From an optimization exercise on the open Yosys and OpenROAD flow, aimed at small area; shortcuts taken in it are not production practice. Function was checked by simulation only, so behaviour that the tests miss may differ from the original. In every run shown here, the design's own scripts or RTL, not TritonCTS, make the clock network. The clock port is modelled as an ideal driver, which makes a skipped or thinned clock tree look cheaper than it is; a real chip needs a root buffer or a tree. Power is estimated from default activity; no workload was simulated.

## design/flow/design.v

```verilog
module stepper_core (
    input  wire        clk,
    input  wire        rst,           
    input  wire [34:0] cfg,           
    input  wire        tick,          
    input  wire        cmd_valid,
    input  wire [35:0] cmd_word,      
    output wire        cmd_ready,
    output reg         done,
    output wire [31:0] done_result,
    output wire        write4,
    output wire [43:0] duty,          
    output wire [31:0] pin_id,
    output wire        cfg_out,
    output wire [7:0]  status         
);
    localparam [31:0] SPEED_RESET = 32'd1000;
    localparam [2:0] PH_IDLE = 3'b000;
    localparam [2:0] PH_EMIT = 3'b100;
    localparam [2:0] PH_WAIT = 3'b101;
    localparam [2:0] PH_W1   = 3'b111;    
    localparam [2:0] PH_H1   = 3'b001;    
    localparam [2:0] PH_H2   = 3'b010;
    localparam [2:0] PH_H3   = 3'b011;
    localparam [3:0] OP_STEP      = 4'h1;
    localparam [3:0] OP_SET_SPEED = 4'h2;
    localparam [3:0] OP_GET_SPEED = 4'h3;
    reg [31:0] pin_r;
    reg [2:0]  mode;
    reg [31:0] speed;
    reg        speed_bad;    
    reg [5:0]  pos;
    reg        valid;        
    reg [2:0]  phase;        
    reg [2:0]  rlo;
    reg [27:0] rhi;
    reg [4:0]  rph;          
    reg        rpend;        
    reg        rcy;          
    reg        dir;
    reg [31:0] tmr;
    wire cfg_err = mode[2] & (mode[1] | mode[0]);
    wire m_ge1 = mode[2] | mode[1] | mode[0];
    wire m_ge2 = mode[2] | mode[1];
    wire m_ge3 = mode[2] | (mode[1] & mode[0]);
    wire m_ge4 = mode[2];
    wire [4:0] stride = {~m_ge1, m_ge1 & ~m_ge2, m_ge2 & ~m_ge3, m_ge3 & ~m_ge4, m_ge4};
    localparam [175:0] TAB_H = {16'h0001, 16'h07FE, 16'h38FE, 16'h5B3E, 16'hC94E, 16'hAC16, 16'h05DA, 16'h7606, 16'h80A0, 16'h07FE, 16'h38FE};
    localparam [175:0] TAB_L = {16'h0000, 16'hFFC0, 16'hFE38, 16'hF9B4, 16'hE526, 16'hD06A, 16'hB740, 16'hC0DC, 16'h0A02, 16'hFFC0, 16'hFE38};
    wire [10:0] dh, dl;
    genvar gb;
    generate
        for (gb = 0; gb < 11; gb = gb + 1) begin : g_tab
            wire [15:0] th = TAB_H[16*gb +: 16];
            wire [15:0] tl = TAB_L[16*gb +: 16];
            assign dh[gb] = th[pos[3:0]];
            assign dl[gb] = tl[pos[3:0]];
        end
    endgenerate
    wire [3:0]  osel = {valid & (pos[5:4] == 2'd3), valid & (pos[5:4] == 2'd2),
                        valid & (pos[5:4] == 2'd1), valid & (pos[5:4] == 2'd0)};
    assign duty[10:0]  = ({11{osel[3]}} & dh) | ({11{osel[2]}} & dl);
    assign duty[21:11] = ({11{osel[2]}} & dh) | ({11{osel[1]}} & dl);
    assign duty[32:22] = ({11{osel[1]}} & dh) | ({11{osel[0]}} & dl);
    assign duty[43:33] = ({11{osel[0]}} & dh) | ({11{osel[3]}} & dl);
    assign pin_id = pin_r;
    wire [5:0] step_v = {1'b0, stride};
    wire [5:0] next_i = dir ? (pos - step_v) : (pos + step_v);
    wire sweep_end = pos[5] & pos[4] & (pos[3] | ~m_ge1) & (pos[2] | ~m_ge2) &
                     (pos[1] | ~m_ge3) & (pos[0] | ~m_ge4);
    wire tmr_zero = ~(|tmr[30:4]) & (~tmr[3] | m_ge4) & (~tmr[2] | m_ge3) &
                    (~tmr[1] | m_ge2) & (~tmr[0] | m_ge1);
    wire [4:0]  dec_bit = {m_ge4, m_ge3 & ~m_ge4, m_ge2 & ~m_ge3, m_ge1 & ~m_ge2, ~m_ge1};
    wire [30:0] tmr_bw;    
    assign tmr_bw[0] = tick & dec_bit[0];
    genvar gt;
    generate for (gt = 1; gt < 31; gt = gt + 1) begin : g_tb
        if (gt < 5) begin : g_lo
            assign tmr_bw[gt] = (tick & dec_bit[gt]) | (tmr_bw[gt-1] & ~tmr[gt-1]);
        end else begin : g_hi
            assign tmr_bw[gt] = tmr_bw[gt-1] & ~tmr[gt-1];
        end
    end endgenerate
    wire [30:0] tmr_dec = tmr[30:0] ^ tmr_bw;
    wire       rem_en  = waiting & tmr_zero & sweep_end;
    wire       rlo_wrap = rem_en & (rlo == {3{dir}});
    wire       rph0    = (rph == 5'b00001);
    wire       rph_end = (rph == 5'b01010);    
    wire       rcin    = rph0 ? rpend : rcy;
    wire       rout    = rhi[0] ^ rcin;
    wire       rterm   = dir ? (&rhi) : ~(|rhi);
    wire last_sweep = rterm & (rlo == {dir, dir, 1'b1});
    wire [3:0]  op     = cmd_word[35:32];
    wire [31:0] arg    = cmd_word[31:0];
    wire        arg_zero = (arg == 32'd0);
    wire        idle   = (phase == PH_IDLE);
    wire        halted = ~phase[2] & (phase[1] | phase[0]);
    wire        emit   = phase[2] & ~phase[0];
    wire        waiting = phase[2] & phase[0];
    wire        accept = cmd_valid & idle;
    assign cmd_ready   = idle;
    assign cfg_out     = (rph == 5'b00000);
    assign done_result = tmr;
    assign write4      = phase[2] & phase[1];
    assign status      = {2'b00, phase[1] & ~phase[2], phase[0] & ~phase[2], 1'b0, halted, cfg_err, phase[2]};
    always @(posedge clk) begin
        if (waiting & ~tmr_zero)
            tmr <= {1'b0, tmr_dec};
        else if (emit | (idle & (op == OP_GET_SPEED)))
            tmr <= speed;
        else
            tmr <= 32'd0;
        if (idle) dir <= arg[31];
        if (rst) begin
            rph   <= 5'b00000;
        end else if (idle) begin
            rph   <= 5'b00001;
        end else begin
            rph   <= rph_end ? 5'b00001 : {rph[3:0], rph[4] ^ rph[2]};
        end
        if (idle) begin
            rlo   <= arg[2:0];
            rhi   <= arg[30:3];
            rpend <= 1'b0;
        end else begin
            if (rem_en) rlo <= dir ? rlo + 3'd1 : rlo - 3'd1;
            rhi   <= {rout, rhi[27:1]};
            rpend <= rlo_wrap | (rpend & ~rph0);
        end
        rcy  <= rcin & ~(rhi[0] ^ dir);
        if (rst) begin
            pin_r   <= cfg[31:0];
            mode    <= cfg[34:32];
            speed   <= SPEED_RESET;
            speed_bad <= 1'b0;
            pos     <= {2'b11, cfg[34] | cfg[33] | cfg[32], cfg[34] | cfg[33],
                        cfg[34] | (cfg[33] & cfg[32]), cfg[34]};
            valid   <= 1'b0;
            phase   <= PH_IDLE;
            done    <= 1'b0;
        end else begin
            done    <= 1'b0;
            case (phase)
                PH_IDLE: begin
                    if (accept) begin
                        case (op)
                            OP_STEP: begin
                                if (cfg_err) begin
                                    phase <= PH_H2;
                                end else if (arg_zero) begin
                                    done  <= 1'b1;
                                end else if (speed_bad) begin
                                    phase <= PH_H3;
                                end else begin
                                    phase <= PH_EMIT;
                                end
                            end
                            OP_SET_SPEED: begin
                                speed <= arg;
                                speed_bad <= arg[31] | arg_zero;
                                done  <= 1'b1;
                            end
                            OP_GET_SPEED: begin
                                done  <= 1'b1;
                            end
                            default: begin
                                phase <= PH_H1;
                            end
                        endcase
                    end
                end
                PH_EMIT: begin
                    valid  <= 1'b1;
                    pos    <= next_i;
                    phase  <= PH_W1;
                end
                PH_WAIT, PH_W1: begin
                    if (tmr_zero) begin
                        if (sweep_end & last_sweep) begin
                            phase <= PH_IDLE;
                            done  <= 1'b1;
                        end else begin
                            phase <= PH_EMIT;
                        end
                    end else begin
                        phase <= PH_WAIT;
                    end
                end
                default: ;  
            endcase
        end
    end
endmodule
```

## design/flow/flow/run.sh

```bash
#!/bin/bash
# The standard layout (standard.sh: standard synthesis, floorplan, place,
# route, finish), with two changes:
#  - the port buffers are the smallest buffer, buf_1;
#  - the clock tree is built by flow/clock_tree.tcl (two levels of clock
#    buffers over balanced clusters of flip-flops) in place of TritonCTS.
# ORFS's own output goes to standard.log in this folder.
set -o pipefail
export BUFFER_PORTS_ARGS="-buffer_cell sky130_fd_sc_hd__buf_1"
export MY_CLK_LEAVES=8 MY_CLK_ROOTS=2 MY_CLK_BIG_HPWL=70
export PRE_CTS_TCL="$(pwd)/flow/clock_tree.tcl"
bash standard.sh > standard.log 2>&1
```

## design/flow/flow/clock_tree.tcl

```tcl
# Clock tree for this design, in place of TritonCTS (which is then skipped).
# The flip-flops are split by recursive bisection at the median along the
# longer side into MY_CLK_ROOTS groups, and each group into leaf clusters, to
# MY_CLK_LEAVES clusters of equal size. Each leaf cluster gets one leaf clock
# buffer at its centre (a stronger one if it is spread out); each group gets
# one root buffer at the centre of its leaf buffers, fed by the clock port.
# Every flip-flop is thus two buffers from the clock port.
set nleaf [expr {[info exists ::env(MY_CLK_LEAVES)] ? $::env(MY_CLK_LEAVES) : 8}]
set nroot [expr {[info exists ::env(MY_CLK_ROOTS)] ? $::env(MY_CLK_ROOTS) : 2}]
set leafm [expr {[info exists ::env(MY_CLK_LEAF_BUF)] ? $::env(MY_CLK_LEAF_BUF) : "sky130_fd_sc_hd__clkbuf_8"}]
set bigm [expr {[info exists ::env(MY_CLK_BIG_BUF)] ? $::env(MY_CLK_BIG_BUF) : "sky130_fd_sc_hd__clkbuf_16"}]
set bighpwl [expr {[info exists ::env(MY_CLK_BIG_HPWL)] ? $::env(MY_CLK_BIG_HPWL) : 75}]
set rootm [expr {[info exists ::env(MY_CLK_ROOT_BUF)] ? $::env(MY_CLK_ROOT_BUF) : "sky130_fd_sc_hd__clkbuf_8"}]
set block [ord::get_db_block]
set db [ord::get_db]

# points: list of {key x y}; returns k lists of points
proc bisect {points k} {
  if {$k <= 1} { return [list $points] }
  set xs [lsort -real -index 1 $points]
  set ys [lsort -real -index 2 $points]
  set w [expr {[lindex $xs end 1] - [lindex $xs 0 1]}]
  set h [expr {[lindex $ys end 2] - [lindex $ys 0 2]}]
  set sorted [expr {$w >= $h ? $xs : $ys}]
  set k1 [expr {$k / 2}]
  set n1 [expr {int(round(double([llength $points]) * $k1 / $k))}]
  return [concat [bisect [lrange $sorted 0 [expr {$n1 - 1}]] $k1] \
                 [bisect [lrange $sorted $n1 end] [expr {$k - $k1}]]]
}

proc centre {points} {
  set x 0.0; set y 0.0
  foreach p $points { set x [expr {$x + [lindex $p 1]}]; set y [expr {$y + [lindex $p 2]}] }
  set n [llength $points]
  return [list [expr {$x / $n}] [expr {$y / $n}]]
}

proc span {points} {
  set xs [lsort -real -index 1 $points]
  set ys [lsort -real -index 2 $points]
  return [expr {([lindex $xs end 1] - [lindex $xs 0 1] + [lindex $ys end 2] - [lindex $ys 0 2]) / 1000.0}]
}

proc add_buf {name master xy in_net} {
  set block [ord::get_db_block]
  set inst [odb::dbInst_create $block $master $name]
  set net [odb::dbNet_create $block "${name}_net"]
  $net setSigType CLOCK
  $inst setLocation [expr {int([lindex $xy 0] - [$master getWidth] / 2)}] \
                    [expr {int([lindex $xy 1] - [$master getHeight] / 2)}]
  $inst setPlacementStatus PLACED
  [$inst findITerm A] connect $in_net
  [$inst findITerm X] connect $net
  return $net
}

set clk_net [$block findNet clk]
$clk_net setSigType CLOCK
set sinks {}
foreach it [$clk_net getITerms] {
  set bb [[$it getInst] getBBox]
  lappend sinks [list $it [expr {([$bb xMin] + [$bb xMax]) / 2.0}] [expr {([$bb yMin] + [$bb yMax]) / 2.0}]]
}
puts "my_cts: [llength $sinks] sinks, $nroot roots, $nleaf leaves"
set leaf 0
set r 0
foreach group [bisect $sinks $nroot] {
  set clusters [bisect $group [expr {$nleaf / $nroot}]]
  set lcs {}
  foreach c $clusters { lappend lcs [concat [list x] [centre $c]] }
  set rnet [add_buf "clkbuf_root_$r" [$db findMaster $rootm] [centre $lcs] $clk_net]
  foreach c $clusters {
    set sp [span $c]
    set m [expr {$sp > $bighpwl ? $bigm : $leafm}]
    set lnet [add_buf "clkbuf_leaf_$leaf" [$db findMaster $m] [centre $c] $rnet]
    foreach p $c { set it [lindex $p 0]; $it disconnect; $it connect $lnet }
    puts "my_cts: root $r leaf $leaf: [llength $c] sinks spanning $sp um, $m"
    incr leaf
  }
  incr r
}
rename clock_tree_synthesis {}
proc clock_tree_synthesis {args} { puts "my_cts: clock_tree_synthesis $args skipped" }
```

## design/flow/standard.sh

```bash
#!/bin/bash
# synth_recipe.tcl (not shown) runs the flow's synth.tcl, then flattens the netlist and writes it again
# the make line also repeats each setting of config.mk as NAME=value (left out here)
make -C /OpenROAD-flow-scripts/flow DESIGN_CONFIG=/design/flow/config.mk WORK_HOME=/design/flow/orfs CLKGATE_MAP_FILE= SYNTH_SCRIPT=/design/flow/synth_recipe.tcl "${@:-finish}"
```

## design/flow/config.mk

```make
export PLATFORM = sky130hd
export DESIGN_NAME = stepper_core
export DESIGN_NICKNAME = stepper_core
export VERILOG_FILES = /design/flow/design.v
export SDC_FILE = /design/flow/constraint.sdc
export NUM_CORES = 4
export LEC_CHECK = 0
export CAP_MARGIN = 0
export CORE_AREA = 2.3 2.72 103.96 119.68
export DIE_AREA = 0 0 106.26 122.4
export SLEW_MARGIN = 0
```

## design/flow/constraint.sdc

```tcl
create_clock -name core_clock -period 20.0 [get_ports {clk}]
set_input_delay 4.0000 -clock core_clock [delete_from_list [all_inputs] [get_ports {clk}]]
set_output_delay 4.0000 -clock core_clock [all_outputs]
set_load 0.01 [all_outputs]
```

==> results of run 1 <==
[flip-flops by register name (all words and copies together) (netlist names), 3 cells and up]
signal  cells
pin_r      32
tmr        32
mode        3
rlo         3
phase       3
pos         6
rph         5
rhi        28
speed      32
[worst max-delay path: cells and delay by family]
| kind | cells | cell delay [ns] |
|---|---|---|
| XOR/XNOR | 1 | 0.12 |
| AO/OA/AOI/OAI | 5 | 0.87 |
| adder cells (fa/ha/maj) | 30 | 5.45 |
| AND/OR/NAND/NOR | 2 | 0.13 |
| buffers and inverters | 1 | 0.12 |
[where the power goes]
group | switching [W] | total, W | internal [W]
logic | 0.0000822 | 0.000134 | 0.0000522
registers | 0.0000266 | 0.000372 | 0.000345
clock network | 0.0000854 | 0.000140 | 0.0000546
[synthesized netlist by cell type (all sizes together), types with 2 or more instances]
library cell / instances
a21o: 3
a21oi: 43
a2bb2oi: 2
a31o: 2
a31oi: 7
a41o: 2
and2: 2
and3: 6
buf: 27
clkbuf: 29
dfxtp: 107
edfxtp: 43
fa: 2
ha: 41
inv: 47
mux2: 2
mux2i: 2
nand2: 204
nand2b: 4
nand3: 10
nand3b: 3
nand4: 12
nand4b: 2
nor2: 28
nor2b: 3
nor3: 8
nor3b: 5
nor4: 24
o211ai: 4
o21a: 3
o21ai: 53
o21bai: 2
o22ai: 34
o31ai: 2
or3b: 3
xnor2: 5
xor2: 5
[layer usage]
metal / global-route usage [%] / vias up
li1: - / 3028
met2: 41.03 / 173
met5: 0 / -
met4: 4.934 / 0
met1: 33.29 / 2796
met3: 2.655 / 24
[metrics by stage]
step	total power, W	hold slack [ns]	instance area (µm²)	utilization, %
final	0.0006460	0.4490	7823	65.79
after floorplan	0.0004715	0.4249	6993	-
after global placement	0.0005057	0.4409	7662	64.44
after detailed placement	0.0005122	0.4410	7662	64.44
after CTS	0.0006200	0.4426	7823	65.79
after global routing	0.0006870	0.4798	7823	65.79
[how the worst min path moves through the flow]
| stage | endpoint | start | depth (start not counted) | slack [ns] |
|---|---|---|---|---|
| floorplan | tmr[0] | speed[0] | 2 | 0.42 |
| global placement | tmr[0] | speed[0] | 2 | 0.44 |
| detailed placement | tmr[0] | speed[0] | 2 | 0.44 |
| CTS | tmr[0] | speed[0] | 2 | 0.44 |
| global route | speed[29] | speed[29] | 2 | 0.48 |
| finish | tmr[0] | speed[0] | 2 | 0.45 |
[final cells by class]
type                       count  area [µm²]
tap                          157       196.4
sequential                   150        3433
buffer                        10       160.2
fill                        1080        4068
multi-input combinational    543        3100
inverter                      47       176.4
timing repair buffer         196       755.7
[cell families after synthesis]
family / count (synthesis) / share of synthesized area [%]
AOI/OAI and AO/OA: 161 / 13.42
xor gates and xnor gates: 10 / 1.254
adders and majority gates: 44 / 8.060
buffers and inverters: 103 / 6.573
DFF: 150 / 49.15
muxes: 5 / 0.9314
other: 1 / 0.05368
and+or+nand+nor: 320 / 20.56
==> reports/summary.txt, run 1 <==
Slew @ Worst Pin - 0.9828 ns
Crit. End Element - flop
vias in the first global route - 5383
1st-iter DRT viols - 322
proportion of layout cells with a drive suffix above 1 - 2.854%
clock latency (worst-skew pair) - 0.34 ns
max cap viols - 0
RSZ-0062 raised after global routing - false
routed wl met3 - 888 µm
slowest CP cell - a31o_2
post-route ant nets - 0
WL met1 - 7421 µm
Seq/Total Area, Yosys - 49.15%
Final setup viols - 0
vias per inst - 5.459
synthesized area - 0.006985 mm²
status - timing/DRC/antenna clean
diodes inserted - 0
Critical Path AT - 10.66 ns
Post-Place Setup Slack - 9.146 ns
detailed placer's ending HPWL - 12780 µm
commonest non-fill, non-tap cells in the layout - nand2_1 (204), buf_1 (190), dfxtp_1 (107), o21ai_0 (53), inv_1 (46)
Pwr per Cell Area - 82.58 mW/mm²
io pins - 195
fin crit share - 52.43%
port buffer count - 191
Max Clock Skew - 0.02924 ns
placed cells - 1093
Largest stage delay, worst path - 0.22 ns
All-Layer GR Usage - 24.03%
top routing layer used - met4
Hold Path Class - reg -> reg
pin count of the biggest net entering global routing - 40
die footprint - 0.01301 mm²
Ys Warns - 1
Die Y - 122.4 µm
Pre-antenna DRT Iters - 5
Yosys top cell by area - dfxtp_1
P_leak - 2.923 nW
Initial Util - 58.75%
relative slew slack - 34.43%
Fin. Hold Viols - 0
FMAX - 95.36 MHz
gpl congestion - 0.9038
worst reg2reg setup slack - 12.65 ns
num rows - 43
Main synth FF type - dfxtp_1
Area Overhead vs Synth - 11.98%
asr flop ratio synth - 0%
top cell type's share of synthesized area - 30.66%
total gr overflow - 0
most frequent CP cell - ha_1
post-synthesis cell type count - 55
worst r2r src - mode[2]
main area contributors after synthesis - dfxtp_1 (31%), edfxtp_1 (18%), nand2_1 (11%)
mean post-synth cell area - 8.798 µm²
initial antenna violation count - 0
Critical Path Start Type - primary input
cts hold-fix bufs - 0
final worst setup slack - 9.514 ns
Setup Fix Bufs, Post-CTS - 0
crit path kind - in -> reg
Die X - 106.3 µm
Worst Path Max Fanout - 5
PostCTS Resize Cnt - 0
cells after synthesis - 794
DRC - 0
met2 wire len - 7823 µm
Reg clk slew, reported paths - 0.10 ns
Worst IR Drop VDD - 0.00008733 V
EDFF count, synth - 43
core area - 0.01189 mm²
global-route wire length before repair - 25990 µm
final WL - 16480 µm
end point of the critical path - tmr[30]
Post-Layout Cell Count - 1103
setup_tns - 0 ns
Final Critical Period - 10.49 ns
critical path data required time - 20.18 ns
most common cell after layout, fill and taps aside - nand2_1
Vias - 6021
post-DR wirelength/cell - 14.94 µm
R2R cell count - 39
r2r endpoint - tmr[30]
flops & latches, synth - 150
crit path from - tick
Final Slew Violations - 0
layout net count - 1066
==> run 2: changes to the inputs <==
--- a/design/flow/config.mk
+++ b/design/flow/config.mk
@@ -7,5 +7,5 @@
 export LEC_CHECK = 0
 export CAP_MARGIN = 0
-export CORE_AREA = 2.3 2.72 103.96 119.68
-export DIE_AREA = 0 0 106.26 122.4
+export CORE_AREA = 2.3 2.72 103.96 106.08
+export DIE_AREA = 0 0 106.26 108.8
 export SLEW_MARGIN = 0
==> run 2 against run 1 <==
  * Still clean on timing, DRC and antenna
  * Clock power about the same
  * Flip-flop and latch count unchanged
  * Wire length increased by 2.0%
  * Maximum frequency decreased by 1.3%
  * Clock skew decreased by 0.00074 ns
  * Largest power group unchanged
==> reports/summary.txt, run 2 <==
status - timing/DRC/antenna clean (unchanged)
crit path kind - in -> reg (unchanged)
cts hold-fix bufs - 0 (unchanged)
P_leak - 2.918 nW (was 2.923 nW)
final WL - 16800 µm (was 16480 µm)
most common cell after layout, fill and taps aside - nand2_1 (unchanged)
final worst setup slack - 9.373 ns (was 9.514 ns)
flops & latches, synth - 150 (unchanged)
Main synth FF type - dfxtp_1 (unchanged)
layout net count - 1065 (was 1066)
cell family with most CP delay - adder cells (unchanged)
max cap viols - 0 (unchanged)
routed wl met3 - 1271 µm (was 888 µm)
Hold Path Origin - speed[2] (was speed[0])
PostCTS Resize Cnt - 0 (unchanged)
asr flop ratio synth - 0% (unchanged)
crit path from - tick (unchanged)
worst path bufs/invs - 1 (unchanged)
main area contributors after synthesis - dfxtp_1 (31%), edfxtp_1 (18%), nand2_1 (11%) (unchanged)
Largest stage delay, worst path - 0.21 ns (was 0.22 ns)
clock latency (worst-skew pair) - 0.34 ns (about the same)
initial antenna violation count - 0 (unchanged)
post-layout util - 74.17% (was 65.79%)
Yosys top cell by area - dfxtp_1 (unchanged)
post-route ant nets - 0 (unchanged)
Slew @ Worst Pin - 1.004 ns (was 0.9828 ns)
synthesized area - 0.006985 mm² (unchanged)
setup_tns - 0 ns (unchanged)
fin crit share - 53.13% (was 52.43%)
Clk pwr share - 21.8% (was 21.7%)
most frequent CP cell - ha_1 (unchanged)
1st-iter DRT viols - 418 (was 322)
Initial Util - 66.48% (was 58.75%)
slowest CP cell - a31o_2 (unchanged)
Max Clock Skew - 0.02850 ns (was 0.02924 ns)
RSZ-0062 raised after global routing - false (unchanged)
vias in the first global route - 5424 (was 5383)
Die X - 106.3 µm (unchanged)
Final Critical Period - 10.63 ns (was 10.49 ns)
post-DR wirelength/cell - 15.49 µm (was 14.94 µm)
most frequent cells after synthesis - nand2_1 (204), dfxtp_1 (107), o21ai_0 (53), inv_1 (46) (unchanged)
Multi-input gate area - 0.003100 mm² (unchanged)
top routing layer used - met4 (unchanged)
Critical Path AT - 10.81 ns (was 10.66 ns)
Area Overhead vs Synth - 11.57% (was 11.98%)
Seq/Total Area, Yosys - 49.15% (unchanged)
Seq. cell area - 0.003433 mm² (unchanged)
proportion of layout cells with a drive suffix above 1 - 2.751% (was 2.854%)
Setup Fix Bufs, Post-CTS - 0 (unchanged)
cells after synthesis - 794 (unchanged)
met2 wire len - 8098 µm (was 7823 µm)
Crit. End Element - flop (unchanged)
Pre-antenna DRT Iters - 5 (unchanged)
mean post-synth cell area - 8.798 µm² (unchanged)
Hold Path Class - reg -> reg (unchanged)
DRC - 0 (unchanged)
Worst Path Max Fanout - 5 (unchanged)
top-count cell post-synth - nand2_1 (unchanged)
Final setup viols - 0 (unchanged)
Final Slew Violations - 0 (unchanged)
Ys Warns - 1 (unchanged)
Reg power frac - 57.4% (was 57.5%)
relative slew slack - 33.01% (was 34.43%)
hold slack - 0.4509 ns (was 0.4490 ns)
io pins - 195 (unchanged)
detailed placer's ending HPWL - 12790 µm (was 12780 µm)
post-synthesis cell type count - 55 (unchanged)
Critical Path Start Type - primary input (unchanged)
All-Layer GR Usage - 27.48% (was 24.03%)
Fin. Hold Viols - 0 (unchanged)
net switching power - 0.0001975 W (was 0.0001942 W)
FMAX - 94.10 MHz (was 95.36 MHz)
Pwr per Cell Area - 83.29 mW/mm² (was 82.58 mW/mm²)
pin count of the biggest net entering global routing - 74 (was 40)
Die Y - 108.8 µm (was 122.4 µm)
global-route wire length before repair - 26100 µm (was 25990 µm)
diodes inserted - 0 (unchanged)
combinational share of power - 20.8% (about the same)
gpl congestion - 0.8583 (was 0.9038)
worst reg2reg setup slack - 12.49 ns (was 12.65 ns)
number of fill cells - 812 (was 1080)
sw frac - 30.42% (was 30.06%)
critical path data required time - 20.19 ns (was 20.18 ns)
core area - 0.01051 mm² (was 0.01189 mm²)
Worst IR Drop VDD - 0.00008209 V (was 0.00008733 V)
Vias - 6140 (was 6021)
EDFF count, synth - 43 (unchanged)
num rows - 38 (was 43)
commonest non-fill, non-tap cells in the layout - nand2_1 (204), buf_1 (190), dfxtp_1 (107), o21ai_0 (53), inv_1 (46) (unchanged)
vias per inst - 5.659 (was 5.459)
WL met1 - 7139 µm (was 7421 µm)
worst r2r src - mode[2] (unchanged)
Post-Place Setup Slack - 9.011 ns (was 9.146 ns)
top cell type's share of synthesized area - 30.66% (unchanged)
Internal - 0.0004517 W (was 0.0004518 W)
die footprint - 0.01156 mm² (was 0.01301 mm²)
port buffer count - 191 (unchanged)
biggest regs - pin_r x32, speed x32, tmr x32 (unchanged)
total gr overflow - 0 (unchanged)
Reg clk slew, reported paths - 0.11 ns (was 0.10 ns)
## run 2: kinds of logic (layout without fill, tap and decap cells)
family / count (synthesis) / after routing / synth area share, %
mux: 5 / 5 / 0.9314
xor+xnor: 10 / 10 / 1.254
fa+ha+maj: 44 / 44 / 8.060
other cells: 1 / 3 / 0.05368
flops: 150 / 150 / 49.15
compound gates: 161 / 161 / 13.42
simple gates: 320 / 320 / 20.56
buf+inv: 103 / 252 / 6.573
## run 2: cell type report
cell class / count / share of cell area (%)
Timing Repair Buffer: 195 / 9.600
Tap cell: 140 / 2.248
Inverter: 47 / 2.264
Sequential cell: 150 / 44.05
Buffer: 10 / 2.055
Multi-Input combinational cell: 543 / 39.78
## run 2: per-stage QoR
step,cell area (µm²),power (W),instances
2_1_floorplan,6993,0.0004715,796
3_3_place_gp,7634,0.0005043,1075
3_5_place_dp,7634,0.0005130,1075
4_1_cts,7794,0.0006205,1085
5_1_grt,7794,0.0006840,1085
6_report,7794,0.0006492,1085
## run 2: worst paths after layout
check	depth (start not counted)	end
max	39	tmr[30]
min	2	tmr[2]
max reg2reg	39	tmr[30]
min reg2reg	2	tmr[2]
## run 2: power by group through the flow
stage                     Sequential (W)  Clock [W]  Combinational (W)
after detailed placement        0.000379          0           0.000134
after global routing            0.000376   0.000154           0.000154
after global placement          0.000377          0           0.000128
after CTS                       0.000379   0.000106           0.000135
after floorplan                 0.000372          0           0.000100
final                           0.000373   0.000142           0.000135
## run 2: worst min-delay path: stages, from the launching register on
cell and delay (ns):
dfxtp_1 0.33, nand2_1 0.05, o21ai_0 0.05
## run 2: layer usage
layer | vias up | GRT usage (%)
met5 | - | 0
li1 | 3028 | -
met2 | 224 | 48.03
met1 | 2866 | 37.21
met3 | 22 | 3.706
met4 | 0 | 4.793
==> run 3: changes to the inputs <==
==> design/flow/flow/run.sh (replaced) <==
#!/bin/bash
set -o pipefail
export BUFFER_PORTS_ARGS="-buffer_cell sky130_fd_sc_hd__buf_1"
export MY_CLK_LEAVES=8 MY_CLK_ROOTS=2 MY_CLK_BIG_HPWL=70
export PRE_CTS_TCL="$(pwd)/flow/clock_tree.tcl"
bash standard.sh > standard.log 2>&1
--- a/design/flow/config.mk
+++ b/design/flow/config.mk
@@ -7,5 +7,5 @@
 export LEC_CHECK = 0
 export CAP_MARGIN = 0
-export CORE_AREA = 2.3 2.72 103.96 106.08
-export DIE_AREA = 0 0 106.26 108.8
+export CORE_AREA = 2.3 2.72 103.96 119.68
+export DIE_AREA = 0 0 106.26 122.4
 export SLEW_MARGIN = 0
==> run 3 against run 2 <==
  * Still clean on timing, DRC and antenna
  * Utilization shrank 8.4 points
  * Register-to-register slack gained 0.16 ns
  * Clock skew grew 0.00074 ns
  * Critical endpoint unchanged
  * Largest cell class unchanged
==> reports/summary.txt, run 3 <==
fin area - 0.007823 mm² (was 0.007794 mm²)
most frequent CP cell - ha_1 (unchanged)
critical path data required time - 20.18 ns (was 20.19 ns)
Final Critical Period - 10.49 ns (was 10.63 ns)
most common cell after layout, fill and taps aside - nand2_1 (unchanged)
biggest regs - pin_r x32, speed x32, tmr x32 (unchanged)
top-count cell post-synth - nand2_1 (unchanged)
layout net count - 1066 (was 1065)
Hold Path Class - reg -> reg (unchanged)
top routing layer used - met4 (unchanged)
global-route wire length before repair - 25990 µm (was 26100 µm)
port buffer count - 191 (unchanged)
detailed placer's ending HPWL - 12780 µm (was 12790 µm)
io pins - 195 (unchanged)
post-DR wirelength/cell - 14.94 µm (was 15.49 µm)
Largest stage delay, worst path - 0.22 ns (was 0.21 ns)
Worst Path Max Fanout - 5 (unchanged)
EDFF count, synth - 43 (unchanged)
Max Clock Skew - 0.02924 ns (was 0.02850 ns)
clock latency (worst-skew pair) - 0.34 ns (about the same)
Critical Path AT - 10.66 ns (was 10.81 ns)
Vias - 6021 (was 6140)
Clk pwr share - 21.7% (was 21.8%)
Yosys top cell by area - dfxtp_1 (unchanged)
fin crit share - 52.43% (was 53.13%)
Seq/Total Area, Yosys - 49.15% (unchanged)
Final Slew Violations - 0 (unchanged)
max cap viols - 0 (unchanged)
Die Y - 122.4 µm (was 108.8 µm)
Setup Fix Bufs, Post-CTS - 0 (unchanged)
proportion of layout cells with a drive suffix above 1 - 2.854% (was 2.751%)
vias in the first global route - 5383 (was 5424)
PnR Total Power - 0.0006460 W (was 0.0006492 W)
Fin. Hold Viols - 0 (unchanged)
P_leak - 2.923 nW (was 2.918 nW)
Slew @ Worst Pin - 0.9828 ns (was 1.004 ns)
vias per inst - 5.459 (was 5.659)
top cell type's share of synthesized area - 30.66% (unchanged)
Ys Warns - 1 (unchanged)
routed wl met3 - 888 µm (was 1271 µm)
die footprint - 0.01301 mm² (was 0.01156 mm²)
Final setup viols - 0 (unchanged)
setup_tns - 0 ns (unchanged)
Die X - 106.3 µm (unchanged)
relative slew slack - 34.43% (was 33.01%)
met2 wire len - 7823 µm (was 8098 µm)
Placed Area - 0.007662 mm² (was 0.007634 mm²)
total gr overflow - 0 (unchanged)
Main synth FF type - dfxtp_1 (unchanged)
asr flop ratio synth - 0% (unchanged)
Reg clk slew, reported paths - 0.10 ns (was 0.11 ns)
RSZ-0062 raised after global routing - false (unchanged)
flops & latches, synth - 150 (unchanged)
crit path from - tick (unchanged)
slowest CP cell - a31o_2 (unchanged)
Hold Path Origin - speed[0] (was speed[2])
pin count of the biggest net entering global routing - 40 (was 74)
post-synthesis cell type count - 55 (unchanged)
PostCTS Resize Cnt - 0 (unchanged)
cts hold-fix bufs - 0 (unchanged)
combinational share of power - 20.8% (about the same)
Critical Path Start Type - primary input (unchanged)
core area - 0.01189 mm² (was 0.01051 mm²)
DRC - 0 (unchanged)
sw frac - 30.06% (was 30.42%)
worst r2r src - mode[2] (unchanged)
num rows - 43 (was 38)
Worst IR Drop VDD - 0.00008733 V (was 0.00008209 V)
FMAX - 95.36 MHz (was 94.10 MHz)
synthesized area - 0.006985 mm² (unchanged)
All-Layer GR Usage - 24.03% (was 27.48%)
Crit. End Element - flop (unchanged)
crit path kind - in -> reg (unchanged)
Internal - 0.0004518 W (was 0.0004517 W)
main area contributors after synthesis - dfxtp_1 (31%), edfxtp_1 (18%), nand2_1 (11%) (unchanged)
diodes inserted - 0 (unchanged)
final WL - 16480 µm (was 16800 µm)
cells after synthesis - 794 (unchanged)
commonest non-fill, non-tap cells in the layout - nand2_1 (204), buf_1 (190), dfxtp_1 (107), o21ai_0 (53), inv_1 (46) (unchanged)
status - timing/DRC/antenna clean (unchanged)
1st-iter DRT viols - 322 (was 418)
net switching power - 0.0001942 W (was 0.0001975 W)
Reg power frac - 57.5% (was 57.4%)
mean post-synth cell area - 8.798 µm² (unchanged)
most frequent cells after synthesis - nand2_1 (204), dfxtp_1 (107), o21ai_0 (53), inv_1 (46) (unchanged)
post-route ant nets - 0 (unchanged)
Area Overhead vs Synth - 11.98% (was 11.57%)
gpl congestion - 0.9038 (was 0.8583)
Pwr per Cell Area - 82.58 mW/mm² (was 83.29 mW/mm²)
WL met1 - 7421 µm (was 7139 µm)
Pre-antenna DRT Iters - 5 (unchanged)
Initial Util - 58.75% (was 66.48%)
initial antenna violation count - 0 (unchanged)
==> run 3: cell counts after synthesis <==
Identical to the previous run, type by type.
==> run 3: power groups by stage <==
stage               Combinational (W)  Sequential (W)  Clock (W)
detailed placement           0.000134        0.000378          0
global route                 0.000155        0.000376   0.000156
floorplan                    0.000100        0.000372          0
finish                       0.000134        0.000372   0.000140
CTS                          0.000135        0.000379   0.000106
global placement             0.000129        0.000377          0
==> run 3: metal layers <==
metal	vias up	global-route usage, %
met5	-	0
met4	0	4.934
met3	24	2.655
met2	173	41.03
met1	2796	33.29
li1	3028	-
==> run 3: critical path, delay by kind of cell <==
kind	cells	cell delay, ns
and+or+nand+nor	2	0.13
adders and majority gates	30	5.45
buffers and inverters	1	0.12
xor gates and xnor gates	1	0.12
AOI/OAI and AO/OA	5	0.87
==> run 3: cell families (layout without fill, tap and decap cells) <==
family                   after synthesis  in the layout  synth area share, %
adder cells (fa/ha/maj)               44             44                8.060
XOR/XNOR                              10             10                1.254
other                                  1              3              0.05368
multiplexers                           5              5               0.9314
AND/OR/NAND/NOR                      320            320                20.56
flip-flops                           150            150                49.15
buffers and inverters                103            253                6.573
AO/OA/AOI/OAI                        161            161                13.42
==> run 3: worst paths after layout <==
check / endpoint / slack (ns) / depth (start not counted)
max: tmr[30] / 9.51 / 39
min: tmr[0] / 0.45 / 2
max reg2reg: tmr[30] / 12.65 / 39
min reg2reg: tmr[0] / 0.45 / 2
==> run 3: stage by stage <==
stage          instances  hold WS (ns)  setup WS, ns  util (%)
2_1_floorplan        796        0.4249         9.747         -
3_3_place_gp        1093        0.4409         9.305     64.44
3_5_place_dp        1093        0.4410         9.146     64.44
4_1_cts             1103        0.4426         9.136     65.79
5_1_grt             1103        0.4798         9.193     65.79
6_report            1103        0.4490         9.514     65.79
==> run 3: area by class of cell <==
class                           instances  area (µm²)
Timing Repair Buffer                  196       755.7
Buffer                                 10       160.2
Multi-Input combinational cell        543        3100
Sequential cell                       150        3433
Tap cell                              157       196.4
Inverter                               47       176.4
Fill cell                            1080        4068
==> run 4: changes to the inputs <==
--- a/design/flow/design.v
+++ b/design/flow/design.v
@@ -71,9 +71,15 @@
     wire tmr_zero = ~(|tmr[30:4]) & (~tmr[3] | m_ge4) & (~tmr[2] | m_ge3) &
                     (~tmr[1] | m_ge2) & (~tmr[0] | m_ge1);
+    reg  [4:0] tph;
+    reg        tpend, tcy;
+    wire       tph0   = (tph == 5'b00001);
+    wire       tph_end = (tph == 5'b01101);    
+    wire       tcin   = tph0 ? tpend : tcy;
+    wire       tout   = tmr[10] ^ tcin;
     wire [4:0]  dec_bit = {m_ge4, m_ge3 & ~m_ge4, m_ge2 & ~m_ge3, m_ge1 & ~m_ge2, ~m_ge1};
-    wire [30:0] tmr_bw;    
+    wire [10:0] tmr_bw;    
     assign tmr_bw[0] = tick & dec_bit[0];
     genvar gt;
-    generate for (gt = 1; gt < 31; gt = gt + 1) begin : g_tb
+    generate for (gt = 1; gt < 11; gt = gt + 1) begin : g_tb
         if (gt < 5) begin : g_lo
             assign tmr_bw[gt] = (tick & dec_bit[gt]) | (tmr_bw[gt-1] & ~tmr[gt-1]);
@@ -82,5 +88,5 @@
         end
     end endgenerate
-    wire [30:0] tmr_dec = tmr[30:0] ^ tmr_bw;
+    wire [30:0] tmr_dec = {tout, tmr[30:11], tmr[9:0] ^ tmr_bw[9:0]};
     wire       rem_en  = waiting & tmr_zero & sweep_end;
     wire       rlo_wrap = rem_en & (rlo == {3{dir}});
@@ -105,4 +111,12 @@
     assign status      = {2'b00, phase[1] & ~phase[2], phase[0] & ~phase[2], 1'b0, halted, cfg_err, phase[2]};
     always @(posedge clk) begin
+        if (waiting & ~tmr_zero) begin
+            tph   <= tph_end ? 5'b00001 : {tph[3:0], tph[4] ^ tph[2]};
+            tpend <= tmr_bw[10] | (tpend & ~tph0);
+        end else begin
+            tph   <= 5'b00001;
+            tpend <= 1'b0;
+        end
+        tcy <= tcin & ~tmr[10];
         if (waiting & ~tmr_zero)
             tmr <= {1'b0, tmr_dec};
==> run 4 against run 3 <==
  * Hold slack lost 0.022 ns
  * Cell count decreased by 3.4%
  * Largest cell class unchanged
  * Still clean
  * Register-to-register slack improved by 3.6 ns
  * Sequential share of layout area rose by 2.3 points
  * Utilization is 0.68 points lower
==> reports/summary.txt, run 4 <==
status - timing/DRC/antenna clean (unchanged)
most frequent cells after synthesis - nand2_1 (179), dfxtp_1 (114), a21oi_1 (51), edfxtp_1 (43), o22ai_1 (34) (was nand2_1 (204), dfxtp_1 (107), o21ai_0 (53), inv_1 (46))
vias in the first global route - 5322 (was 5383)
diodes inserted - 0 (unchanged)
setup_tns - 0 ns (unchanged)
io pins - 195 (unchanged)
Vias - 5967 (was 6021)
biggest regs - pin_r x32, speed x32, tmr x32 (unchanged)
Clk pwr share - 24.8% (was 21.7%)
sw frac - 27.33% (was 30.06%)
All-Layer GR Usage - 24.07% (was 24.03%)
Worst Path Max Fanout - 4 (was 5)
Ys Warns - 1 (unchanged)
asr flop ratio synth - 0% (unchanged)
Slew @ Worst Pin - 1.214 ns (was 0.9828 ns)
Die X - 106.3 µm (unchanged)
worst r2r src - mode[2] (unchanged)
PostCTS Resize Cnt - 0 (unchanged)
Final Critical Period - 7.016 ns (was 10.49 ns)
fin area - 0.007741 mm² (was 0.007823 mm²)
detailed placer's ending HPWL - 12590 µm (was 12780 µm)
Fin. Hold Viols - 0 (unchanged)
Max Clock Skew - 0.03540 ns (was 0.02924 ns)
top cell type's share of synthesized area - 32.95% (was 30.66%)
fin crit share - 35.08% (was 52.43%)
Reg clk slew, reported paths - 0.12 ns (was 0.10 ns)
relative slew slack - 18.95% (was 34.43%)
Internal - 0.0004396 W (was 0.0004518 W)
Critical Path AT - 7.30 ns (was 10.66 ns)
Main synth FF type - dfxtp_1 (unchanged)
FMAX - 142.5 MHz (was 95.36 MHz)
Setup Fix Bufs, Post-CTS - 0 (unchanged)
cts hold-fix bufs - 0 (unchanged)
global-route wire length before repair - 26040 µm (was 25990 µm)
clock latency (worst-skew pair) - 0.35 ns (was 0.34 ns)
port buffer count - 191 (unchanged)
vias per inst - 5.603 (was 5.459)
core area - 0.01189 mm² (unchanged)
die footprint - 0.01301 mm² (unchanged)
gpl congestion - 0.8749 (was 0.9038)
top-count cell post-synth - nand2_1 (unchanged)
Worst IR Drop VDD - 0.00006528 V (was 0.00008733 V)
1st-iter DRT viols - 429 (was 322)
Pre-antenna DRT Iters - 6 (was 5)
most common cell after layout, fill and taps aside - buf_1 (was nand2_1)
num rows - 43 (unchanged)
Die Y - 122.4 µm (unchanged)
DRC - 0 (unchanged)
Crit. End Element - flop (unchanged)
synthesized area - 0.006925 mm² (was 0.006985 mm²)
Area Overhead vs Synth - 11.78% (was 11.98%)
post-layout util - 65.11% (was 65.79%)
Pwr per Cell Area - 78.14 mW/mm² (was 82.58 mW/mm²)
post-synthesis cell type count - 57 (was 55)
Final Slew Violations - 0 (unchanged)
Seq/Total Area, Yosys - 51.60% (was 49.15%)
critical path data required time - 20.28 ns (was 20.18 ns)
pin count of the biggest net entering global routing - 55 (was 40)
commonest non-fill, non-tap cells in the layout - buf_1 (190), nand2_1 (179), dfxtp_1 (114), a21oi_1 (51), edfxtp_1 (43) (was nand2_1 (204), buf_1 (190), dfxtp_1 (107), o21ai_0 (53), inv_1 (46))
final WL - 16570 µm (was 16480 µm)
proportion of layout cells with a drive suffix above 1 - 3.304% (was 2.854%)
EDFF count, synth - 43 (unchanged)
combinational share of power - 15.3% (was 20.8%)
post-DR wirelength/cell - 15.56 µm (was 14.94 µm)
Critical Path Start Type - primary input (unchanged)
main area contributors after synthesis - dfxtp_1 (33%), edfxtp_1 (19%), nand2_1 (9.7%) (was dfxtp_1 (31%), edfxtp_1 (18%), nand2_1 (11%))
mean post-synth cell area - 9.148 µm² (was 8.798 µm²)
RSZ-0062 raised after global routing - false (unchanged)
initial antenna violation count - 0 (unchanged)
crit path kind - in -> reg (unchanged)
flops & latches, synth - 157 (was 150)
Initial Util - 58.24% (was 58.75%)
cells after synthesis - 757 (was 794)
Reg power frac - 60.0% (was 57.5%)
Yosys top cell by area - dfxtp_1 (unchanged)
Hold Path Origin - speed[2] (was speed[0])
crit path from - tick (unchanged)
layout net count - 1009 (was 1066)
total gr overflow - 0 (unchanged)
post-route ant nets - 0 (unchanged)
Final setup viols - 0 (unchanged)
Placed Area - 0.007570 mm² (was 0.007662 mm²)
Hold Path Class - reg -> reg (unchanged)
max cap viols - 0 (unchanged)
P_leak - 2.850 nW (was 2.923 nW)
net switching power - 0.0001653 W (was 0.0001942 W)
-- run 4: logic make-up after synthesis --
logic type	Yosys count	share of synthesized area, %
AND/OR/NAND/NOR	319	21.48
AO/OA/AOI/OAI	160	14.24
flip-flops	157	51.60
buffers and inverters	81	5.854
adder cells (fa/ha/maj)	25	4.697
XOR/XNOR	9	1.138
multiplexers	5	0.9394
other	1	0.05415
-- run 4: final timing paths --
check,to,slack [ns],cells past startpoint
worst max-delay path,tmr[9],12.98,18
worst min-delay path,tmr[2],0.43,2
worst max register to register,tmr[9],16.21,17
worst min register to register,tmr[2],0.43,2
-- run 4: cell type report --
cell class	count	area (µm²)
fill	1111	4149
multi-input combinational	521	2957
inverter	26	102.6
buffer	10	171.4
sequential	157	3573
timing repair buffer	194	740.7
tap	157	196.4
-- run 4: metal layers --
metal	wire, µm	share of wire (%)	global-route usage, %
met5	0	0	0
met4	413	2.5	5.345
met3	1029	6.2	1.965
met2	7817	47	41.23
met1	7307	44	33.54
-- run 4: worst max-delay path, cell delays in order --
cell	delay, ns
buf_1	0.10
nor2b_1	0.17
and3_1	0.22
ha_1	0.17
a31o_2	0.22
ha_1	0.18
a31o_2	0.21
ha_1	0.18
a31o_2	0.21
ha_1	0.17
a21o_1	0.16
ha_1	0.17
ha_1	0.19
ha_1	0.18
ha_1	0.18
ha_1	0.19
ha_1	0.27
o21ai_1	0.14
-- run 4: per-stage QoR --
| stage | total power (W) | instances | hold WS [ns] | setup WS [ns] |
|---|---|---|---|---|
| final | 0.0006049 | 1065 | 0.4270 | 12.98 |
| after global routing | 0.0006348 | 1065 | 0.4334 | 12.83 |
| after CTS | 0.0005755 | 1065 | 0.4425 | 12.63 |
| after detailed placement | 0.0004615 | 1055 | 0.4425 | 12.63 |
| after global placement | 0.0004576 | 1055 | 0.4415 | 12.74 |
| after floorplan | 0.0004317 | 759 | 0.4249 | 12.98 |
-- run 4: power by group through the flow --
stage                     registers (W)  clock network [W]   logic, W
after global placement         0.000369                  0  0.0000887
after detailed placement       0.000370                  0  0.0000915
after CTS                      0.000370           0.000113  0.0000921
after global routing           0.000366           0.000164   0.000105
after floorplan                0.000366                  0  0.0000658
final                          0.000363           0.000150  0.0000923
==> run 5: changes to the inputs <==
==> design/flow/flow/run.sh (replaced) <==
#!/bin/bash
set -o pipefail
export BUFFER_PORTS_ARGS="-buffer_cell sky130_fd_sc_hd__buf_1"
export MY_CLK_LEAVES=6 MY_CLK_ROOTS=2 MY_CLK_LEAF_BUF=sky130_fd_sc_hd__clkbuf_16
export PRE_CTS_TCL="$(pwd)/flow/clock_tree.tcl"
bash standard.sh > standard.log 2>&1
==> run 5 against run 4 <==
  * Cell area about the same
  * Die area unchanged
  * Critical path depth unchanged
  * Global-route usage up 0.15 points
  * Wire length up 0.92%
  * Maximum frequency down 0.31%
  * Utilization up 0.053 points
  * Synthesized area unchanged
  * Hold slack better by 0.033 ns
  * Critical endpoint unchanged
==> reports/summary.txt, run 5 <==
status - timing/DRC/antenna clean (unchanged)
critical path data required time - 20.25 ns (was 20.28 ns)
worst reg2reg setup slack - 16.18 ns (was 16.21 ns)
Ys Warns - 1 (unchanged)
fin crit share - 35.19% (was 35.08%)
top routing layer used - met4 (unchanged)
gpl congestion - 0.8749 (unchanged)
most frequent CP cell - ha_1 (unchanged)
main area contributors after synthesis - dfxtp_1 (33%), edfxtp_1 (19%), nand2_1 (9.7%) (unchanged)
clock latency (worst-skew pair) - 0.33 ns (was 0.35 ns)
P_leak - 2.851 nW (was 2.850 nW)
Max Clock Skew - 0.01226 ns (was 0.03540 ns)
top cell type's share of synthesized area - 32.95% (unchanged)
All-Layer GR Usage - 24.22% (was 24.07%)
asr flop ratio synth - 0% (unchanged)
num rows - 43 (unchanged)
cells after synthesis - 757 (unchanged)
Hold EP - speed[31] (was tmr[2])
routed wl met3 - 963 µm (was 1029 µm)
biggest regs - pin_r x32, speed x32, tmr x32 (unchanged)
Final Slew Violations - 0 (unchanged)
cts hold-fix bufs - 0 (unchanged)
mean post-synth cell area - 9.148 µm² (unchanged)
most common cell after layout, fill and taps aside - buf_1 (unchanged)
total gr overflow - 0 (unchanged)
top-count cell post-synth - nand2_1 (unchanged)
Slew @ Worst Pin - 1.221 ns (was 1.214 ns)
Worst IR Drop VDD - 0.00007196 V (was 0.00006528 V)
Initial Util - 58.24% (unchanged)
die footprint - 0.01301 mm² (unchanged)
Setup Fix Bufs, Post-CTS - 0 (unchanged)
1st-iter DRT viols - 394 (was 429)
Fin. Hold Viols - 0 (unchanged)
relative slew slack - 18.53% (was 18.95%)
Area Overhead vs Synth - 11.87% (was 11.78%)
EDFF count, synth - 43 (unchanged)
FMAX - 142.1 MHz (was 142.5 MHz)
Final Critical Period - 7.038 ns (was 7.016 ns)
Largest stage delay, worst path - 0.27 ns (about the same)
post-synthesis cell type count - 57 (unchanged)
port buffer count - 191 (unchanged)
RSZ-0062 raised after global routing - false (unchanged)
r2r endpoint - tmr[9] (unchanged)
core area - 0.01189 mm² (unchanged)
layout net count - 1007 (was 1009)
crit-path cells - buf_1, nor2b_1, and3_1, ha_1, a31o_2, ha_1, a31o_2, ha_1, a31o_2, ha_1, a21o_1, ha_1, ha_1, ha_1, ha_1, ha_1, ha_1, o21ai_1 (unchanged)
Hold Path Class - reg -> reg (unchanged)
slowest CP cell - ha_1 (unchanged)
detailed placer's ending HPWL - 12590 µm (unchanged)
crit path kind - in -> reg (unchanged)
Yosys top cell by area - dfxtp_1 (unchanged)
Reg clk slew, reported paths - 0.10 ns (was 0.12 ns)
Pwr per Cell Area - 78.80 mW/mm² (was 78.14 mW/mm²)
Seq/Total Area, Yosys - 51.60% (unchanged)
global-route wire length before repair - 26150 µm (was 26040 µm)
Pre-antenna DRT Iters - 6 (unchanged)
vias in the first global route - 5320 (was 5322)
Crit. End Element - flop (unchanged)
worst r2r src - mode[2] (unchanged)
Vias - 5941 (was 5967)
commonest non-fill, non-tap cells in the layout - buf_1 (190), nand2_1 (179), dfxtp_1 (114), a21oi_1 (51), edfxtp_1 (43) (unchanged)
Die X - 106.3 µm (unchanged)
diodes inserted - 0 (unchanged)
post-layout util - 65.16% (was 65.11%)
io pins - 195 (unchanged)
most frequent cells after synthesis - nand2_1 (179), dfxtp_1 (114), a21oi_1 (51), edfxtp_1 (43), o22ai_1 (34) (unchanged)
proportion of layout cells with a drive suffix above 1 - 3.091% (was 3.304%)
synthesized area - 0.006925 mm² (unchanged)
flops & latches, synth - 157 (unchanged)
Critical Path AT - 7.29 ns (was 7.30 ns)
WL met1 - 7403 µm (was 7307 µm)
Hold Path Origin - speed[31] (was speed[2])
Main synth FF type - dfxtp_1 (unchanged)
met2 wire len - 7986 µm (was 7817 µm)
DRC - 0 (unchanged)
Final setup viols - 0 (unchanged)
max cap viols - 0 (unchanged)
Hold Path Cell Cnt - 2 (unchanged)
vias per inst - 5.589 (was 5.603)
R2R cell count - 17 (unchanged)
post-route ant nets - 0 (unchanged)
Critical Path Start Type - primary input (unchanged)
Worst Path Max Fanout - 4 (unchanged)
setup_tns - 0 ns (unchanged)
post-DR wirelength/cell - 15.73 µm (was 15.56 µm)
final WL - 16720 µm (was 16570 µm)
initial antenna violation count - 0 (unchanged)
pin count of the biggest net entering global routing - 55 (unchanged)
PostCTS Resize Cnt - 0 (unchanged)
Die Y - 122.4 µm (unchanged)
[run 5: area by class of cell]
| class | instances | area, µm² |
|---|---|---|
| Fill cell | 1094 | 4143 |
| Timing Repair Buffer | 194 | 740.7 |
| Inverter | 26 | 102.6 |
| Sequential cell | 157 | 3573 |
| Buffer | 8 | 177.7 |
| Multi-Input combinational cell | 521 | 2957 |
| Tap cell | 157 | 196.4 |
[run 5: worst max-delay path, delay by kind of cell]
| family | cells | cell delay, ns |
|---|---|---|
| compound gates | 5 | 0.94 |
| simple gates | 2 | 0.38 |
| buf+inv | 1 | 0.10 |
| fa+ha+maj | 10 | 1.88 |
[run 5: power breakdown]
group / total [W] / switching, W / leakage, nW / internal [W]
sequential: 0.000363 / 0.0000169 / 1.35 / 0.000346
combinational: 0.0000924 / 0.0000578 / 1.41 / 0.0000346
clock: 0.000155 / 0.0000914 / 0.0883 / 0.0000637
[run 5: routing by layer]
metal  up-vias  global-route usage (%)
li1       2952                       -
met1      2769                   33.39
met2       197                   41.83
met3        23                   2.230
met4         0                   5.099
met5         -                       0
[run 5: metrics by stage]
stage / setup slack (ns) / std cells / power (W) / cell area, µm² / hold slack [ns]
6_report: 12.96 / 1063 / 0.0006105 / 7747 / 0.4595
3_5_place_dp: 12.63 / 1055 / 0.0004615 / 7570 / 0.4425
5_1_grt: 12.80 / 1063 / 0.0006377 / 7747 / 0.4772
4_1_cts: 12.63 / 1063 / 0.0005807 / 7747 / 0.4425
3_3_place_gp: 12.74 / 1055 / 0.0004576 / 7570 / 0.4415
2_1_floorplan: 12.98 / 759 / 0.0004317 / 6933 / 0.4249
[run 5: worst max-delay path by stage]
stage,start,to,slack (ns)
final,tick,tmr[9],12.96
after global routing,tick,tpend,12.80
after CTS,tick,tpend,12.63
after detailed placement,tick,tmr[9],12.63
after global placement,tick,tpend,12.74
after floorplan,tick,tmr[9],12.98
[run 5: logic make-up after synthesis]
group,after synthesis,share of synthesized area (%)
and+or+nand+nor,319,21.48
buffers and inverters,81,5.854
xor gates and xnor gates,9,1.138
AOI/OAI and AO/OA,160,14.24
DFF,157,51.60
other,1,0.05415
muxes,5,0.9394
adders and majority gates,25,4.697
==> run 6: changes to the inputs <==
==> design/flow/flow/run.sh (replaced) <==
#!/bin/bash
set -o pipefail
export BUFFER_PORTS_ARGS="-buffer_cell sky130_fd_sc_hd__buf_1"
export MY_CLK_LEAVES=10 MY_CLK_ROOTS=2 MY_CLK_BIG_HPWL=1000
export PRE_CTS_TCL="$(pwd)/flow/clock_tree.tcl"
bash standard.sh > standard.log 2>&1
==> run 6 against run 5 <==
  * Synthesized cell count unchanged
  * Clock power down 6%
  * Cell count up 0.38%
  * Highest routed layer unchanged
==> reports/summary.txt, run 6 <==
status - timing/DRC/antenna clean (unchanged)
R2R cell count - 17 (unchanged)
Pwr per Cell Area - 77.73 mW/mm² (was 78.80 mW/mm²)
Seq/Total Area, Yosys - 51.60% (unchanged)
num rows - 43 (unchanged)
final WL - 16770 µm (was 16720 µm)
Slew @ Worst Pin - 1.231 ns (was 1.221 ns)
Hold Path Class - reg -> reg (unchanged)
P_leak - 2.849 nW (was 2.851 nW)
global-route wire length before repair - 26170 µm (was 26150 µm)
crit path kind - in -> reg (unchanged)
largest family of logic cells by synthesized area - simple AND/OR/NAND/NOR gates (unchanged)
1st-iter DRT viols - 436 (was 394)
Multi-input gate area - 0.002957 mm² (unchanged)
Yosys top cell by area - dfxtp_1 (unchanged)
layout net count - 1011 (was 1007)
Critical Path AT - 7.35 ns (was 7.29 ns)
critical path data required time - 20.27 ns (was 20.25 ns)
pin count of the biggest net entering global routing - 55 (unchanged)
post-DR wirelength/cell - 15.72 µm (was 15.73 µm)
Synth Area in Simple Gates - 21.48% (unchanged)
final worst setup slack - 12.92 ns (was 12.96 ns)
relative slew slack - 17.86% (was 18.53%)
Compound-Gate Fraction of Synth Area - 14.24% (unchanged)
Initial Util - 58.24% (unchanged)
mean post-synth cell area - 9.148 µm² (unchanged)
flops & latches, synth - 157 (unchanged)
fin crit share - 35.40% (was 35.19%)
Hold Path Cell Cnt - 2 (unchanged)
PostCTS Resize Cnt - 0 (unchanged)
biggest regs - pin_r x32, speed x32, tmr x32 (unchanged)
Hold EP - tmr[3] (was speed[31])
Post-Synth XOR/XNOR Area - 1.138% (unchanged)
die footprint - 0.01301 mm² (unchanged)
number of fill cells - 1104 (was 1094)
Worst IR Drop VDD - 0.00007487 V (was 0.00007196 V)
vias per inst - 5.580 (was 5.589)
main area contributors after synthesis - dfxtp_1 (33%), edfxtp_1 (19%), nand2_1 (9.7%) (unchanged)
asr flop ratio synth - 0% (unchanged)
Area Overhead vs Synth - 11.69% (was 11.87%)
crit-path cells - buf_1, nor2b_1, and3_1, ha_1, a31o_2, ha_1, a31o_2, ha_1, a31o_2, ha_1, a21o_1, ha_1, ha_1, ha_1, ha_1, ha_1, ha_1, o21ai_1 (unchanged)
core area - 0.01189 mm² (unchanged)
Max Clock Skew - 0.04379 ns (was 0.01226 ns)
top-count cell post-synth - nand2_1 (unchanged)
cts hold-fix bufs - 0 (unchanged)
post-route ant nets - 0 (unchanged)
Die X - 106.3 µm (unchanged)
Reg clk slew, reported paths - 0.11 ns (was 0.10 ns)
RSZ-0062 raised after global routing - false (unchanged)
most frequent CP cell - ha_1 (unchanged)
cells after synthesis - 757 (unchanged)
port buffer count - 191 (unchanged)
All-Layer GR Usage - 24.28% (was 24.22%)
slowest CP cell - ha_1 (unchanged)
most frequent cells after synthesis - nand2_1 (179), dfxtp_1 (114), a21oi_1 (51), edfxtp_1 (43), o22ai_1 (34) (unchanged)
Ys Warns - 1 (unchanged)
Setup Fix Bufs, Post-CTS - 0 (unchanged)
FMAX - 141.3 MHz (was 142.1 MHz)
worst r2r src - mode[2] (unchanged)
Pre-antenna DRT Iters - 6 (unchanged)
EDFF count, synth - 43 (unchanged)
Fin. Hold Viols - 0 (unchanged)
Critical Path Start Type - primary input (unchanged)
Die Y - 122.4 µm (unchanged)
io pins - 195 (unchanged)
Largest stage delay, worst path - 0.27 ns (about the same)
post-synthesis mux area share - 0.9395% (unchanged)
Post-Place Setup Slack - 12.63 ns (unchanged)
max cap viols - 0 (unchanged)
diodes inserted - 0 (unchanged)
worst reg2reg setup slack - 16.12 ns (was 16.18 ns)
setup_tns - 0 ns (unchanged)
initial antenna violation count - 0 (unchanged)
Vias - 5954 (was 5941)
Worst Path Max Fanout - 4 (unchanged)
clock latency (worst-skew pair) - 0.35 ns (was 0.33 ns)
Crit. End Element - flop (unchanged)
r2r endpoint - tmr[9] (unchanged)
proportion of layout cells with a drive suffix above 1 - 3.516% (was 3.091%)
total gr overflow - 0 (unchanged)
commonest non-fill, non-tap cells in the layout - buf_1 (190), nand2_1 (179), dfxtp_1 (114), a21oi_1 (51), edfxtp_1 (43) (unchanged)
most common cell after layout, fill and taps aside - buf_1 (unchanged)
post-synthesis cell type count - 57 (unchanged)
DRC - 0 (unchanged)
Seq. cell area - 0.003573 mm² (unchanged)
Final Slew Violations - 0 (unchanged)
fin area - 0.007735 mm² (was 0.007747 mm²)
top cell type's share of synthesized area - 32.95% (unchanged)
gpl congestion - 0.8749 (unchanged)
synthesized area - 0.006925 mm² (unchanged)
Hold Path Origin - speed[3] (was speed[31])
Placed Area - 0.007570 mm² (unchanged)
Final setup viols - 0 (unchanged)
adder-cell area share of the yosys netlist - 4.697% (unchanged)
vias in the first global route - 5346 (was 5320)
Main synth FF type - dfxtp_1 (unchanged)
Final Critical Period - 7.080 ns (was 7.038 ns)
detailed placer's ending HPWL - 12590 µm (unchanged)
crit path from - tick (unchanged)
run 6: cell count changes in the layout (fill, tap and decap cells not counted):
cell       before  now
clkbuf_8        2   12
clkbuf_16       6    0
run 6: worst max-delay path by stage:
stage          slack [ns]  cells past startpoint     end
4_1_cts             12.58                     19   tpend
2_1_floorplan       12.98                     17  tmr[9]
5_1_grt             12.77                     19   tpend
3_5_place_dp        12.63                     18  tmr[9]
6_report            12.92                     18  tmr[9]
3_3_place_gp        12.74                     19   tpend
run 6: logic make-up after synthesis:
logic type / after synthesis
simple gates: 319
mux: 5
xor+xnor: 9
other cells: 1
fa+ha+maj: 25
flops: 157
buf+inv: 81
compound gates: 160
run 6: final cells by class:
type / instances / share of cell area (%)
plain buffers: 12 / 2.135
well taps: 157 / 2.540
multi-input cells: 521 / 38.22
flip-flops and latches: 157 / 46.20
inverters: 26 / 1.326
repair buffers: 194 / 9.576
run 6: layer usage:
| metal | wire length [µm] | vias up | share of wire (%) | global-route usage, % |
|---|---|---|---|---|
| li1 | - | 2963 | - | - |
| met1 | 7430 | 2761 | 44 | 33.78 |
| met2 | 7985 | 206 | 48 | 41.43 |
| met3 | 956 | 24 | 5.7 | 2.071 |
| met4 | 396 | 0 | 2.4 | 5.674 |
| met5 | 0 | - | 0 | 0 |
run 6: per-stage QoR:
step | hold slack, ns | instances | power, W | utilization (%)
2_1_floorplan | 0.4249 | 759 | 0.0004317 | -
3_3_place_gp | 0.4415 | 1055 | 0.0004576 | 63.66
3_5_place_dp | 0.4425 | 1055 | 0.0004615 | 63.66
4_1_cts | 0.4425 | 1067 | 0.0005709 | 65.05
5_1_grt | 0.4685 | 1067 | 0.0006311 | 65.05
6_report | 0.4460 | 1067 | 0.0006012 | 65.05
run 6: worst max-delay path: cells and delay by family:
family | cells | cell delay [ns]
fa+ha+maj | 10 | 1.89
compound gates | 5 | 0.96
simple gates | 2 | 0.40
buf+inv | 1 | 0.10
run 6: power breakdown:
| part | total, W | leakage (nW) | internal (W) | switching, W |
|---|---|---|---|---|
| registers | 0.000363 | 1.35 | 0.000346 | 0.0000169 |
| logic | 0.0000924 | 1.41 | 0.0000346 | 0.0000578 |
| clock network | 0.000146 | 0.0863 | 0.0000546 | 0.0000914 |
| total | 0.000601 | 2.85 | 0.000435 | 0.000166 |

## what the ideal ports hide
Ports are ideal in the flow. The routed layouts listed here were re-timed in OpenROAD.
Step 1, drivers: a clkbuf_16 drives clk and a buf_2 each remaining input, both assumed.
Step 2, shift: input delay + t, output delay - t, t = (earliest + latest rising clock arrival at the registers) / 2. This alone moves slack from input paths to output paths.
a / b / c = no drivers / after step 1 / after step 2; a / b = the first two.
run	t (ns)	setup slack, ns	hold WS [ns]	latest minus earliest clock arrival (ns)	pins driven straight from the clock port
run 1	0.372	9.514 / 9.517 / 9.145	0.449 / 0.449 / 0.449	0.032 / 0.031	2
run 2	0.376	9.373 / 9.377 / 9.002	0.451 / 0.451 / 0.451	0.030 / 0.031	2
run 3	0.372	9.514 / 9.517 / 9.145	0.449 / 0.449 / 0.449	0.032 / 0.031	2
run 4	0.369	12.984 / 13.000 / 12.630	0.427 / 0.427 / 0.427	0.038 / 0.037	2
run 5	0.371	12.962 / 12.981 / 12.610	0.459 / 0.459 / 0.459	0.012 / 0.012	2
run 6	0.377	12.920 / 12.941 / 12.564	0.446 / 0.446 / 0.446	0.044 / 0.044	2
After both steps every run listed still meets setup and hold. For run 2, which loses most, drivers alone change the setup slack by +0.004 ns; drivers and shift together by -0.371 ns.
